From an optimization exercise on the open Yosys and OpenROAD flow, aimed at small area; shortcuts taken in it are not production practice. At most, simulation tests tie the RTL to the original design; equivalence was not proved. No activity file was given, so power comes from the tool's default toggle rates.

==> branch sierra: inputs <==
==> flow/design.v <==
module ook_core (
    input  wire        clk,
    input  wire        rst,               
    input  wire        edge_valid,        
    input  wire        edge_carrier,      
    input  wire [31:0] edge_duration,     
    input  wire        tick,              
    input  wire        service,           
    input  wire [31:0] cfg_pulse_min,
    input  wire [31:0] cfg_pulse_max,
    input  wire [31:0] cfg_eop_min,
    input  wire [31:0] cfg_pre_min,
    input  wire [31:0] cfg_zero_min,
    input  wire [31:0] cfg_zero_max,
    input  wire [31:0] cfg_one_min,
    input  wire [31:0] cfg_one_max,
    input  wire [7:0]  cfg_confirm_threshold,
    input  wire [31:0] cfg_window_ticks,
    input  wire [31:0] cfg_idle_ticks,
    input  wire        cfg_fallback,
    input  wire [31:0] cfg_frame_timeout_ticks,
    input  wire        cfg_temp_signed,
    output reg         reading_valid,
    output wire [31:0] reading,           
    output reg         err_valid,         
    output wire [2:0]  err_reason,
    output reg         noconf_valid       
);
    localparam [1:0] ST_IDLE = 2'd0, ST_INPRE = 2'd1, ST_COLLECT = 2'd2;
    localparam [5:0] CNT_START = 6'b000001, CNT_LAST = 6'b001011;
    localparam [1:0] E_NOISE = 2'd1, E_PREMATURE = 2'd2, E_TIMEOUT = 2'd3,
                     E_ORDER = 2'd0;
    function [31:0] inc32;
        input [31:0] a;
        integer k;
        reg c;
        begin
            c = 1'b1;
            for (k = 0; k < 32; k = k + 1) begin
                inc32[k] = a[k] ^ c;
                c = c & a[k];
            end
        end
    endfunction
    reg [1:0]   asm_state;
    reg [5:0]   frame_cnt;
    reg [35:0]  frame_sr;                
    reg [31:0]  frame_tm;                
    reg [143:0] q_data;                  
    reg [1:0]   q_rp;
    reg [2:0]   q_len;
    reg         rec_valid;
    reg [35:0]  rec_raw;                 
    reg [7:0]   rec_count;
    reg [31:0]  win_tm;
    reg [31:0]  idle_tm;
    reg         low_conf;
    reg         temp_signed_q;
    reg [1:0]   err_code;
    wire [31:0] d  = edge_duration;
    wire [31:0] nd = ~edge_duration;
    wire ge_pmin, ge_pmax, gt_eop, gt_pre, ge_zmin, ge_zmax, ge_omin, ge_omax;
    ook_ge_lo u_pmin (.nd(nd), .a(cfg_pulse_min), .ge(ge_pmin));    
    ook_ge_hi u_pmax (.nd(nd), .a(cfg_pulse_max), .ge(ge_pmax));    
    ook_ge_lo u_zmin (.nd(nd), .a(cfg_zero_min),  .ge(ge_zmin));
    ook_ge_hi u_zmax (.nd(nd), .a(cfg_zero_max),  .ge(ge_zmax));
    ook_ge_lo u_omin (.nd(nd), .a(cfg_one_min),   .ge(ge_omin));
    ook_ge_hi u_omax (.nd(nd), .a(cfg_one_max),   .ge(ge_omax));
    ook_ge_hi u_eop  (.nd(nd), .a(cfg_eop_min),   .ge(gt_eop));     
    ook_ge_hi u_pre  (.nd(nd), .a(cfg_pre_min),   .ge(gt_pre));
    wire in_pulse = ge_pmin & ge_pmax;
    wire is_eop   = ~gt_eop;
    wire is_pre   = ~gt_pre;
    wire in_zero  = ge_zmin & ge_zmax;
    wire in_one   = ge_omin & ge_omax;
    wire s_pulse  = edge_carrier & in_pulse;
    wire s_pre    = ~edge_carrier & ~is_eop & is_pre;
    wire s_eop    = ~edge_carrier & is_eop;
    wire s_bit    = ~edge_carrier & ~is_eop & ~is_pre & (in_zero | in_one);
    wire s_noise  = edge_carrier ? ~in_pulse : (~is_eop & ~is_pre & ~in_zero & ~in_one);
    wire bit_val  = ~in_zero;
    wire st_idle    = (asm_state == ST_IDLE);
    wire st_inpre   = (asm_state == ST_INPRE);
    wire st_collect = (asm_state == ST_COLLECT);
    wire e_order    = (s_pre & st_collect) | (s_bit & st_inpre);
    wire e_prem     = s_eop & ~st_idle;
    wire e_err      = edge_valid & (s_noise | e_order | e_prem);
    wire append     = edge_valid & s_bit & st_collect;
    wire complete   = append & (frame_cnt == CNT_LAST);
    wire [35:0] payload = {frame_sr[34:0], bit_val};
    reg [1:0] st1;                       
    always @* begin
        st1 = asm_state;
        if (edge_valid) begin
            if (e_err | complete)
                st1 = ST_IDLE;
            else if (s_pre)
                st1 = ST_INPRE;
            else if (s_pulse & st_inpre)
                st1 = ST_COLLECT;
        end
    end
    wire        q_full  = q_len[2];
    wire        q_empty = (q_len == 3'd0);
    wire [1:0]  q_wp    = q_rp + q_len[1:0];
    wire [1:0]  rp1     = (complete & q_full) ? q_rp + 2'd1 : q_rp;
    wire [2:0]  len1    = (complete & ~q_full) ? q_len + 3'd1 : q_len;
    wire        pop     = service & (len1 != 3'd0);
    reg [35:0] slot;
    always @* begin
        case (rp1)
            2'd0: slot = q_data[35:0];
            2'd1: slot = q_data[71:36];
            2'd2: slot = q_data[107:72];
            default: slot = q_data[143:108];
        endcase
    end
    wire [35:0] head = q_empty ? payload : slot;
    wire        eq_hi   = (head[35:1] == rec_raw[35:1]);
    wire        match   = rec_valid & eq_hi & (head[0] == rec_raw[0]);
    wire [7:0]  cnt_inc = rec_count + 8'd1;
    wire [7:0]  cnt1    = match ? cnt_inc : 8'd1;
    wire        thr_le1 = ~|cfg_confirm_threshold[7:1];
    wire        conf_m  = (cnt_inc == cfg_confirm_threshold);
    wire        confirm = pop & (match ? conf_m : thr_le1);
    wire        opening = pop & ~rec_valid;
    wire        rv1     = pop ? ~confirm : rec_valid;
    wire [31:0] f_inc    = inc32(frame_tm);
    wire        f_hiz    = ~|cfg_frame_timeout_ticks[31:1];
    wire        f_run    = tick & (st1 != ST_IDLE) & (cfg_frame_timeout_ticks[0] | ~f_hiz);
    wire        timeout  = f_run & (edge_valid ? (cfg_frame_timeout_ticks[0] & f_hiz)
                                               : (f_inc == cfg_frame_timeout_ticks));
    wire [31:0] f_next   = edge_valid ? {31'd0, f_run} : (f_run ? f_inc : frame_tm);
    wire [31:0] w_inc    = inc32(win_tm);
    wire        w_hiz    = ~|cfg_window_ticks[31:1];
    wire        w_run    = tick & rv1 & (cfg_window_ticks[0] | ~w_hiz);
    wire        w_fire   = w_run & (opening ? (cfg_window_ticks[0] & w_hiz)
                                            : (w_inc == cfg_window_ticks));
    wire [31:0] w_next   = opening ? {31'd0, w_run} : (w_run ? w_inc : win_tm);
    wire        i_clr    = opening | (edge_valid & s_pre);
    wire [31:0] i_inc    = inc32(idle_tm);
    wire        i_hiz    = ~|cfg_idle_ticks[31:1];
    wire        i_run    = tick & rv1 & (cfg_idle_ticks[0] | ~i_hiz);
    wire        i_fire   = i_run & (i_clr ? (cfg_idle_ticks[0] & i_hiz)
                                          : (i_inc == cfg_idle_ticks));
    wire [31:0] i_next   = i_clr ? {31'd0, i_run} : (i_run ? i_inc : idle_tm);
    wire        close    = w_fire | i_fire;
    always @(posedge clk) begin
        if (append)
            frame_sr <= payload;
        if (edge_valid & s_pre)
            frame_cnt <= CNT_START;
        else if (append)
            frame_cnt <= {frame_cnt[4:0], frame_cnt[5] ^ frame_cnt[4]};
        frame_tm  <= f_next;
        if (complete) begin
            case (q_wp)
                2'd0: q_data[35:0]    <= payload;
                2'd1: q_data[71:36]   <= payload;
                2'd2: q_data[107:72]  <= payload;
                default: q_data[143:108] <= payload;
            endcase
        end
        if (pop) begin
            rec_raw   <= head;
            rec_count <= cnt1;
        end
        win_tm    <= w_next;
        idle_tm   <= i_next;
        low_conf  <= rv1;
        temp_signed_q <= cfg_temp_signed;
        err_code  <= timeout ? E_TIMEOUT :
                     (s_noise ? E_NOISE : (e_prem ? E_PREMATURE : E_ORDER));
        if (rst) begin
            asm_state     <= ST_IDLE;
            q_rp          <= 2'd0;
            q_len         <= 3'd0;
            rec_valid     <= 1'b0;
            reading_valid <= 1'b0;
            err_valid     <= 1'b0;
            noconf_valid  <= 1'b0;
        end else begin
            asm_state     <= timeout ? ST_IDLE : st1;
            q_rp          <= pop ? rp1 + 2'd1 : rp1;
            q_len         <= pop ? len1 - 3'd1 : len1;
            rec_valid     <= rv1 & ~close;
            reading_valid <= confirm | (close & cfg_fallback);
            err_valid     <= e_err | timeout;
            noconf_valid  <= close & ~cfg_fallback;
        end
    end
    wire [35:0] p = rec_raw;
    wire [6:0]  hum = (p[7:0] > 8'd100) ? 7'd100 : p[6:0];
    assign reading = {low_conf, p[35:28], p[27], p[25:24],
                      temp_signed_q & p[23], p[23:12], hum};
    assign err_reason = {err_code == 2'd0, err_code};
endmodule
module ook_maj (
    input  wire a,
    input  wire b,
    input  wire c,
    output wire y
);
    assign y = (a & b) | (c & (a | b));
endmodule
module ook_ge_lo (
    input  wire [31:0] nd,
    input  wire [31:0] a,
    output wire        ge
);
    wire [32:1] n;
    assign n[1] = nd[0] & a[0];
    genvar k;
    generate
        for (k = 1; k < 32; k = k + 1) begin : g
            ook_maj m (.a(nd[k]), .b(a[k]), .c(n[k]), .y(n[k+1]));
        end
    endgenerate
    assign ge = ~n[32];
endmodule
module ook_ge_hi (
    input  wire [31:0] nd,
    input  wire [31:0] a,
    output wire        ge
);
    wire [32:1] c;
    assign c[1] = a[0] | nd[0];
    genvar k;
    generate
        for (k = 1; k < 32; k = k + 1) begin : g
            ook_maj m (.a(a[k]), .b(nd[k]), .c(c[k]), .y(c[k+1]));
        end
    endgenerate
    assign ge = c[32];
endmodule
==> flow/flow/run.sh <==
#!/bin/bash
# Standard ORFS layout, with the port buffers made of the smallest buffer cell.
set -euo pipefail
bash standard.sh "BUFFER_PORTS_ARGS=-buffer_cell sky130_fd_sc_hd__buf_1" finish > orfs_flow.log 2>&1
==> flow/standard.sh <==
#!/bin/bash
# synth_recipe.tcl (not shown) runs the flow's synth.tcl, then flattens the netlist and writes it again
# the make line also repeats each setting of config.mk as NAME=value (left out here)
make -C /OpenROAD-flow-scripts/flow DESIGN_CONFIG=/design/flow/config.mk WORK_HOME=/design/flow/orfs CLKGATE_MAP_FILE= SYNTH_SCRIPT=/design/flow/synth_recipe.tcl "${@:-finish}"
==> flow/config.mk <==
export PLATFORM = sky130hd
export DESIGN_NAME = ook_core
export DESIGN_NICKNAME = ook_core
export VERILOG_FILES = /design/flow/design.v
export SDC_FILE = /design/flow/constraint.sdc
export NUM_CORES = 4
export LEC_CHECK = 0
export CAP_MARGIN = 20
export CORE_MARGIN = 2
export CORE_UTILIZATION = 40
export CTS_BUF_LIST = sky130_fd_sc_hd__clkbuf_4
export PLACE_DENSITY = 0.6
export SLEW_MARGIN = 20
export SYNTH_HIERARCHICAL = 1
==> flow/constraint.sdc <==
create_clock -name core_clock -period 20.0 [get_ports {clk}]
set_input_delay 4.0000 -clock core_clock [delete_from_list [all_inputs] [get_ports {clk}]]
set_output_delay 4.0000 -clock core_clock [all_outputs]
set_load 0.01 [all_outputs]
==> branch pepper: changes against branch sierra <==
--- a/flow/design.v
+++ b/flow/design.v
@@ -30,14 +30,15 @@
     localparam [5:0] CNT_START = 6'b000001, CNT_LAST = 6'b001011;
     localparam [1:0] E_NOISE = 2'd1, E_PREMATURE = 2'd2, E_TIMEOUT = 2'd3,
                      E_ORDER = 2'd0;
-    function [31:0] inc32;
+    function [31:0] addc32;
         input [31:0] a;
+        input        b;
         integer k;
         reg c;
         begin
-            c = 1'b1;
+            c = b;
             for (k = 0; k < 32; k = k + 1) begin
-                inc32[k] = a[k] ^ c;
+                addc32[k] = a[k] ^ c;
                 c = c & a[k];
             end
         end
@@ -45,15 +46,18 @@
     reg [1:0]   asm_state;
     reg [5:0]   frame_cnt;
     reg [35:0]  frame_sr;                
-    reg [31:0]  frame_tm;                
+    reg [31:0]  frame_nrem;              
+    reg         frame_p;
     reg [143:0] q_data;                  
     reg [1:0]   q_rp;
     reg [2:0]   q_len;
     reg         rec_valid;
     reg [35:0]  rec_raw;                 
     reg [7:0]   rec_count;
-    reg [31:0]  win_tm;
-    reg [31:0]  idle_tm;
+    reg [31:0]  win_nrem;
+    reg         win_p;
+    reg [31:0]  idle_nrem;
+    reg         idle_p;
     reg         low_conf;
     reg         temp_signed_q;
     reg [1:0]   err_code;
@@ -106,16 +110,12 @@
     wire [1:0]  rp1     = (complete & q_full) ? q_rp + 2'd1 : q_rp;
     wire [2:0]  len1    = (complete & ~q_full) ? q_len + 3'd1 : q_len;
     wire        pop     = service & (len1 != 3'd0);
-    reg [35:0] slot;
-    always @* begin
-        case (rp1)
-            2'd0: slot = q_data[35:0];
-            2'd1: slot = q_data[71:36];
-            2'd2: slot = q_data[107:72];
-            default: slot = q_data[143:108];
-        endcase
-    end
-    wire [35:0] head = q_empty ? payload : slot;
+    wire [3:0]  rsel = {4{~q_empty}} & (4'b0001 << rp1);
+    wire [35:0] head = ({36{rsel[0]}}   & q_data[35:0])
+                     | ({36{rsel[1]}}   & q_data[71:36])
+                     | ({36{rsel[2]}}   & q_data[107:72])
+                     | ({36{rsel[3]}}   & q_data[143:108])
+                     | ({36{q_empty}}   & payload);
     wire        eq_hi   = (head[35:1] == rec_raw[35:1]);
     wire        match   = rec_valid & eq_hi & (head[0] == rec_raw[0]);
     wire [7:0]  cnt_inc = rec_count + 8'd1;
@@ -125,25 +125,23 @@
     wire        confirm = pop & (match ? conf_m : thr_le1);
     wire        opening = pop & ~rec_valid;
     wire        rv1     = pop ? ~confirm : rec_valid;
-    wire [31:0] f_inc    = inc32(frame_tm);
     wire        f_hiz    = ~|cfg_frame_timeout_ticks[31:1];
-    wire        f_run    = tick & (st1 != ST_IDLE) & (cfg_frame_timeout_ticks[0] | ~f_hiz);
-    wire        timeout  = f_run & (edge_valid ? (cfg_frame_timeout_ticks[0] & f_hiz)
-                                               : (f_inc == cfg_frame_timeout_ticks));
-    wire [31:0] f_next   = edge_valid ? {31'd0, f_run} : (f_run ? f_inc : frame_tm);
-    wire [31:0] w_inc    = inc32(win_tm);
+    wire        f_dec    = tick & (cfg_frame_timeout_ticks[0] | ~f_hiz);
+    wire        f_end    = &frame_nrem[31:2] & (frame_p ? (~frame_nrem[1] & frame_nrem[0])
+                                                        : (frame_nrem[1] & ~frame_nrem[0]));
+    wire        timeout  = f_dec & (st1 != ST_IDLE) &
+                           (edge_valid ? (cfg_frame_timeout_ticks[0] & f_hiz) : f_end);
     wire        w_hiz    = ~|cfg_window_ticks[31:1];
-    wire        w_run    = tick & rv1 & (cfg_window_ticks[0] | ~w_hiz);
-    wire        w_fire   = w_run & (opening ? (cfg_window_ticks[0] & w_hiz)
-                                            : (w_inc == cfg_window_ticks));
-    wire [31:0] w_next   = opening ? {31'd0, w_run} : (w_run ? w_inc : win_tm);
+    wire        w_dec    = tick & (cfg_window_ticks[0] | ~w_hiz);
+    wire        w_end    = &win_nrem[31:2] & (win_p ? (~win_nrem[1] & win_nrem[0])
+                                                    : (win_nrem[1] & ~win_nrem[0]));
+    wire        w_fire   = w_dec & rv1 & (opening ? (cfg_window_ticks[0] & w_hiz) : w_end);
     wire        i_clr    = opening | (edge_valid & s_pre);
-    wire [31:0] i_inc    = inc32(idle_tm);
     wire        i_hiz    = ~|cfg_idle_ticks[31:1];
-    wire        i_run    = tick & rv1 & (cfg_idle_ticks[0] | ~i_hiz);
-    wire        i_fire   = i_run & (i_clr ? (cfg_idle_ticks[0] & i_hiz)
-                                          : (i_inc == cfg_idle_ticks));
-    wire [31:0] i_next   = i_clr ? {31'd0, i_run} : (i_run ? i_inc : idle_tm);
+    wire        i_dec    = tick & (cfg_idle_ticks[0] | ~i_hiz);
+    wire        i_end    = &idle_nrem[31:2] & (idle_p ? (~idle_nrem[1] & idle_nrem[0])
+                                                      : (idle_nrem[1] & ~idle_nrem[0]));
+    wire        i_fire   = i_dec & rv1 & (i_clr ? (cfg_idle_ticks[0] & i_hiz) : i_end);
     wire        close    = w_fire | i_fire;
     always @(posedge clk) begin
         if (append)
@@ -152,7 +150,9 @@
             frame_cnt <= CNT_START;
         else if (append)
             frame_cnt <= {frame_cnt[4:0], frame_cnt[5] ^ frame_cnt[4]};
-        frame_tm  <= f_next;
+        frame_nrem <= edge_valid ? ~cfg_frame_timeout_ticks : addc32(frame_nrem, f_dec);
+        if (edge_valid)
+            frame_p <= f_dec;
         if (complete) begin
             case (q_wp)
                 2'd0: q_data[35:0]    <= payload;
@@ -165,8 +165,12 @@
             rec_raw   <= head;
             rec_count <= cnt1;
         end
-        win_tm    <= w_next;
-        idle_tm   <= i_next;
+        win_nrem  <= opening ? ~cfg_window_ticks : addc32(win_nrem, w_dec);
+        if (opening)
+            win_p <= w_dec;
+        idle_nrem <= i_clr ? ~cfg_idle_ticks : addc32(idle_nrem, i_dec);
+        if (i_clr)
+            idle_p <= i_dec;
         low_conf  <= rv1;
         temp_signed_q <= cfg_temp_signed;
         err_code  <= timeout ? E_TIMEOUT :
--- a/flow/config.mk
+++ b/flow/config.mk
@@ -8,7 +8,9 @@
 export CAP_MARGIN = 20
 export CORE_MARGIN = 2
 export CORE_UTILIZATION = 40
-export CTS_BUF_LIST = sky130_fd_sc_hd__clkbuf_4
+export CTS_BUF_LIST = sky130_fd_sc_hd__clkbuf_16
+export CTS_CLUSTER_DIAMETER = 60
+export CTS_CLUSTER_SIZE = 30
 export PLACE_DENSITY = 0.6
 export SLEW_MARGIN = 20
 export SYNTH_HIERARCHICAL = 1
==> branch nickel: changes against branch sierra <==
--- a/flow/design.v
+++ b/flow/design.v
@@ -30,30 +30,34 @@
     localparam [5:0] CNT_START = 6'b000001, CNT_LAST = 6'b001011;
     localparam [1:0] E_NOISE = 2'd1, E_PREMATURE = 2'd2, E_TIMEOUT = 2'd3,
                      E_ORDER = 2'd0;
-    function [31:0] inc32;
+    function [31:0] subb32;
         input [31:0] a;
+        input        b;
         integer k;
-        reg c;
+        reg z;
         begin
-            c = 1'b1;
+            z = b;
             for (k = 0; k < 32; k = k + 1) begin
-                inc32[k] = a[k] ^ c;
-                c = c & a[k];
+                subb32[k] = a[k] ^ z;
+                z = z & ~a[k];
             end
         end
     endfunction
     reg [1:0]   asm_state;
     reg [5:0]   frame_cnt;
     reg [35:0]  frame_sr;                
-    reg [31:0]  frame_tm;                
+    reg [31:0]  frame_rem;               
+    reg         frame_p;
     reg [143:0] q_data;                  
     reg [1:0]   q_rp;
     reg [2:0]   q_len;
     reg         rec_valid;
     reg [35:0]  rec_raw;                 
     reg [7:0]   rec_count;
-    reg [31:0]  win_tm;
-    reg [31:0]  idle_tm;
+    reg [31:0]  win_rem;
+    reg         win_p;
+    reg [31:0]  idle_rem;
+    reg         idle_p;
     reg         low_conf;
     reg         temp_signed_q;
     reg [1:0]   err_code;
@@ -106,16 +110,12 @@
     wire [1:0]  rp1     = (complete & q_full) ? q_rp + 2'd1 : q_rp;
     wire [2:0]  len1    = (complete & ~q_full) ? q_len + 3'd1 : q_len;
     wire        pop     = service & (len1 != 3'd0);
-    reg [35:0] slot;
-    always @* begin
-        case (rp1)
-            2'd0: slot = q_data[35:0];
-            2'd1: slot = q_data[71:36];
-            2'd2: slot = q_data[107:72];
-            default: slot = q_data[143:108];
-        endcase
-    end
-    wire [35:0] head = q_empty ? payload : slot;
+    wire [3:0]  rsel = {4{~q_empty}} & (4'b0001 << rp1);
+    wire [35:0] head = ({36{rsel[0]}}   & q_data[35:0])
+                     | ({36{rsel[1]}}   & q_data[71:36])
+                     | ({36{rsel[2]}}   & q_data[107:72])
+                     | ({36{rsel[3]}}   & q_data[143:108])
+                     | ({36{q_empty}}   & payload);
     wire        eq_hi   = (head[35:1] == rec_raw[35:1]);
     wire        match   = rec_valid & eq_hi & (head[0] == rec_raw[0]);
     wire [7:0]  cnt_inc = rec_count + 8'd1;
@@ -125,25 +125,23 @@
     wire        confirm = pop & (match ? conf_m : thr_le1);
     wire        opening = pop & ~rec_valid;
     wire        rv1     = pop ? ~confirm : rec_valid;
-    wire [31:0] f_inc    = inc32(frame_tm);
     wire        f_hiz    = ~|cfg_frame_timeout_ticks[31:1];
-    wire        f_run    = tick & (st1 != ST_IDLE) & (cfg_frame_timeout_ticks[0] | ~f_hiz);
-    wire        timeout  = f_run & (edge_valid ? (cfg_frame_timeout_ticks[0] & f_hiz)
-                                               : (f_inc == cfg_frame_timeout_ticks));
-    wire [31:0] f_next   = edge_valid ? {31'd0, f_run} : (f_run ? f_inc : frame_tm);
-    wire [31:0] w_inc    = inc32(win_tm);
+    wire        f_dec    = tick & (cfg_frame_timeout_ticks[0] | ~f_hiz);
+    wire        f_end    = ~|frame_rem[31:2] & (frame_p ? (frame_rem[1] & ~frame_rem[0])
+                                                        : (~frame_rem[1] & frame_rem[0]));
+    wire        timeout  = f_dec & (st1 != ST_IDLE) &
+                           (edge_valid ? (cfg_frame_timeout_ticks[0] & f_hiz) : f_end);
     wire        w_hiz    = ~|cfg_window_ticks[31:1];
-    wire        w_run    = tick & rv1 & (cfg_window_ticks[0] | ~w_hiz);
-    wire        w_fire   = w_run & (opening ? (cfg_window_ticks[0] & w_hiz)
-                                            : (w_inc == cfg_window_ticks));
-    wire [31:0] w_next   = opening ? {31'd0, w_run} : (w_run ? w_inc : win_tm);
+    wire        w_dec    = tick & (cfg_window_ticks[0] | ~w_hiz);
+    wire        w_end    = ~|win_rem[31:2] & (win_p ? (win_rem[1] & ~win_rem[0])
+                                                    : (~win_rem[1] & win_rem[0]));
+    wire        w_fire   = w_dec & rv1 & (opening ? (cfg_window_ticks[0] & w_hiz) : w_end);
     wire        i_clr    = opening | (edge_valid & s_pre);
-    wire [31:0] i_inc    = inc32(idle_tm);
     wire        i_hiz    = ~|cfg_idle_ticks[31:1];
-    wire        i_run    = tick & rv1 & (cfg_idle_ticks[0] | ~i_hiz);
-    wire        i_fire   = i_run & (i_clr ? (cfg_idle_ticks[0] & i_hiz)
-                                          : (i_inc == cfg_idle_ticks));
-    wire [31:0] i_next   = i_clr ? {31'd0, i_run} : (i_run ? i_inc : idle_tm);
+    wire        i_dec    = tick & (cfg_idle_ticks[0] | ~i_hiz);
+    wire        i_end    = ~|idle_rem[31:2] & (idle_p ? (idle_rem[1] & ~idle_rem[0])
+                                                      : (~idle_rem[1] & idle_rem[0]));
+    wire        i_fire   = i_dec & rv1 & (i_clr ? (cfg_idle_ticks[0] & i_hiz) : i_end);
     wire        close    = w_fire | i_fire;
     always @(posedge clk) begin
         if (append)
@@ -152,7 +150,9 @@
             frame_cnt <= CNT_START;
         else if (append)
             frame_cnt <= {frame_cnt[4:0], frame_cnt[5] ^ frame_cnt[4]};
-        frame_tm  <= f_next;
+        frame_rem <= edge_valid ? cfg_frame_timeout_ticks : subb32(frame_rem, f_dec);
+        if (edge_valid)
+            frame_p <= f_dec;
         if (complete) begin
             case (q_wp)
                 2'd0: q_data[35:0]    <= payload;
@@ -165,8 +165,12 @@
             rec_raw   <= head;
             rec_count <= cnt1;
         end
-        win_tm    <= w_next;
-        idle_tm   <= i_next;
+        win_rem   <= opening ? cfg_window_ticks : subb32(win_rem, w_dec);
+        if (opening)
+            win_p <= w_dec;
+        idle_rem  <= i_clr ? cfg_idle_ticks : subb32(idle_rem, i_dec);
+        if (i_clr)
+            idle_p <= i_dec;
         low_conf  <= rv1;
         temp_signed_q <= cfg_temp_signed;
         err_code  <= timeout ? E_TIMEOUT :
--- a/flow/config.mk
+++ b/flow/config.mk
@@ -8,7 +8,9 @@
 export CAP_MARGIN = 20
 export CORE_MARGIN = 2
 export CORE_UTILIZATION = 40
-export CTS_BUF_LIST = sky130_fd_sc_hd__clkbuf_4
+export CTS_BUF_LIST = sky130_fd_sc_hd__clkbuf_16
+export CTS_CLUSTER_DIAMETER = 60
+export CTS_CLUSTER_SIZE = 30
 export PLACE_DENSITY = 0.6
 export SLEW_MARGIN = 20
 export SYNTH_HIERARCHICAL = 1
==> comparison table <==
item	branch nickel	branch pepper	branch sierra
Hold slack final	512 ps	507 ps	462 ps
Maximum number of pins on one net before global-route repair	67	67	84
Period utilisation layout	90.6%	90.7%	93.4%
Transition time at the pin with the least slew margin	1140 ps	789 ps	1070 ps
Sum of met2 wire segment lengths after detailed routing	29200 µm	26500 µm	32500 µm
Starting DRT DRC Count	1014	750	909
LEAKAGE	0.00772 µW	0.00742 µW	0.00864 µW
Starting Density	40.8%	40.6%	40.3%
Run status	no timing/DRC/antenna violations	no timing/DRC/antenna violations	no timing/DRC/antenna violations
Post-Synth Adder-Cell Area	22.6%	22.8%	20.2%
Max stage delay on crit path	990 ps	520 ps	480 ps
Setup clock skew after layout	41.2 ps	20.2 ps	73.9 ps
Combined area of the multi-input logic cells	8010 µm²	8080 µm²	10200 µm²
Detail-routed via count per cell	5.30	5.30	5.37
Area of the die	47000 µm²	46600 µm²	52000 µm²
Clock root buffer	sky130_fd_sc_hd__clkbuf_16	sky130_fd_sc_hd__clkbuf_16	sky130_fd_sc_hd__clkbuf_4
Worst endpoint data arrival time	18520 ps	18440 ps	19140 ps
Pwr dens	74.8 nW/µm²	74.6 nW/µm²	101 nW/µm²
Only the layout flow was run in branch nickel; the RTL was not checked for function there.

## what the ideal ports hide
The flow's constraints put no driver on any port. The routed layouts listed below were extracted and timed again, unchanged, in two steps. Step 1 (the two cells are an assumption about what drives the block):
set clk [get_ports {clk}]
set_driving_cell -lib_cell sky130_fd_sc_hd__clkbuf_16 $clk
set_driving_cell -lib_cell sky130_fd_sc_hd__buf_2 [delete_from_list [all_inputs] $clk]
Step 2 times the ports against the registers' clock, not the clock port: input delays grow and output delays shrink by t, the midpoint of the rising clock arrivals with the driver on. Three values: ideal ports, drivers, drivers and shift; two values: the first two.
run	shift t [ns]	setup slack, ns	worst register clock-pin slew, ns	worst data-port slew with drivers (ns)	cell pins on the clock port's net
branch sierra	0.802	1.312 / 1.343 / 0.540	0.08 / 0.08	0.12	1
branch pepper	0.607	1.865 / 1.889 / 1.282	0.09 / 0.09	0.14	1
branch nickel	0.614	1.887 / 1.921 / 1.307	0.10 / 0.10	0.17	1
After both steps setup and hold are still met in every run listed. The setup slack of branch sierra, which loses most, moves by +0.031 ns with the drivers and by -0.772 ns with both steps.
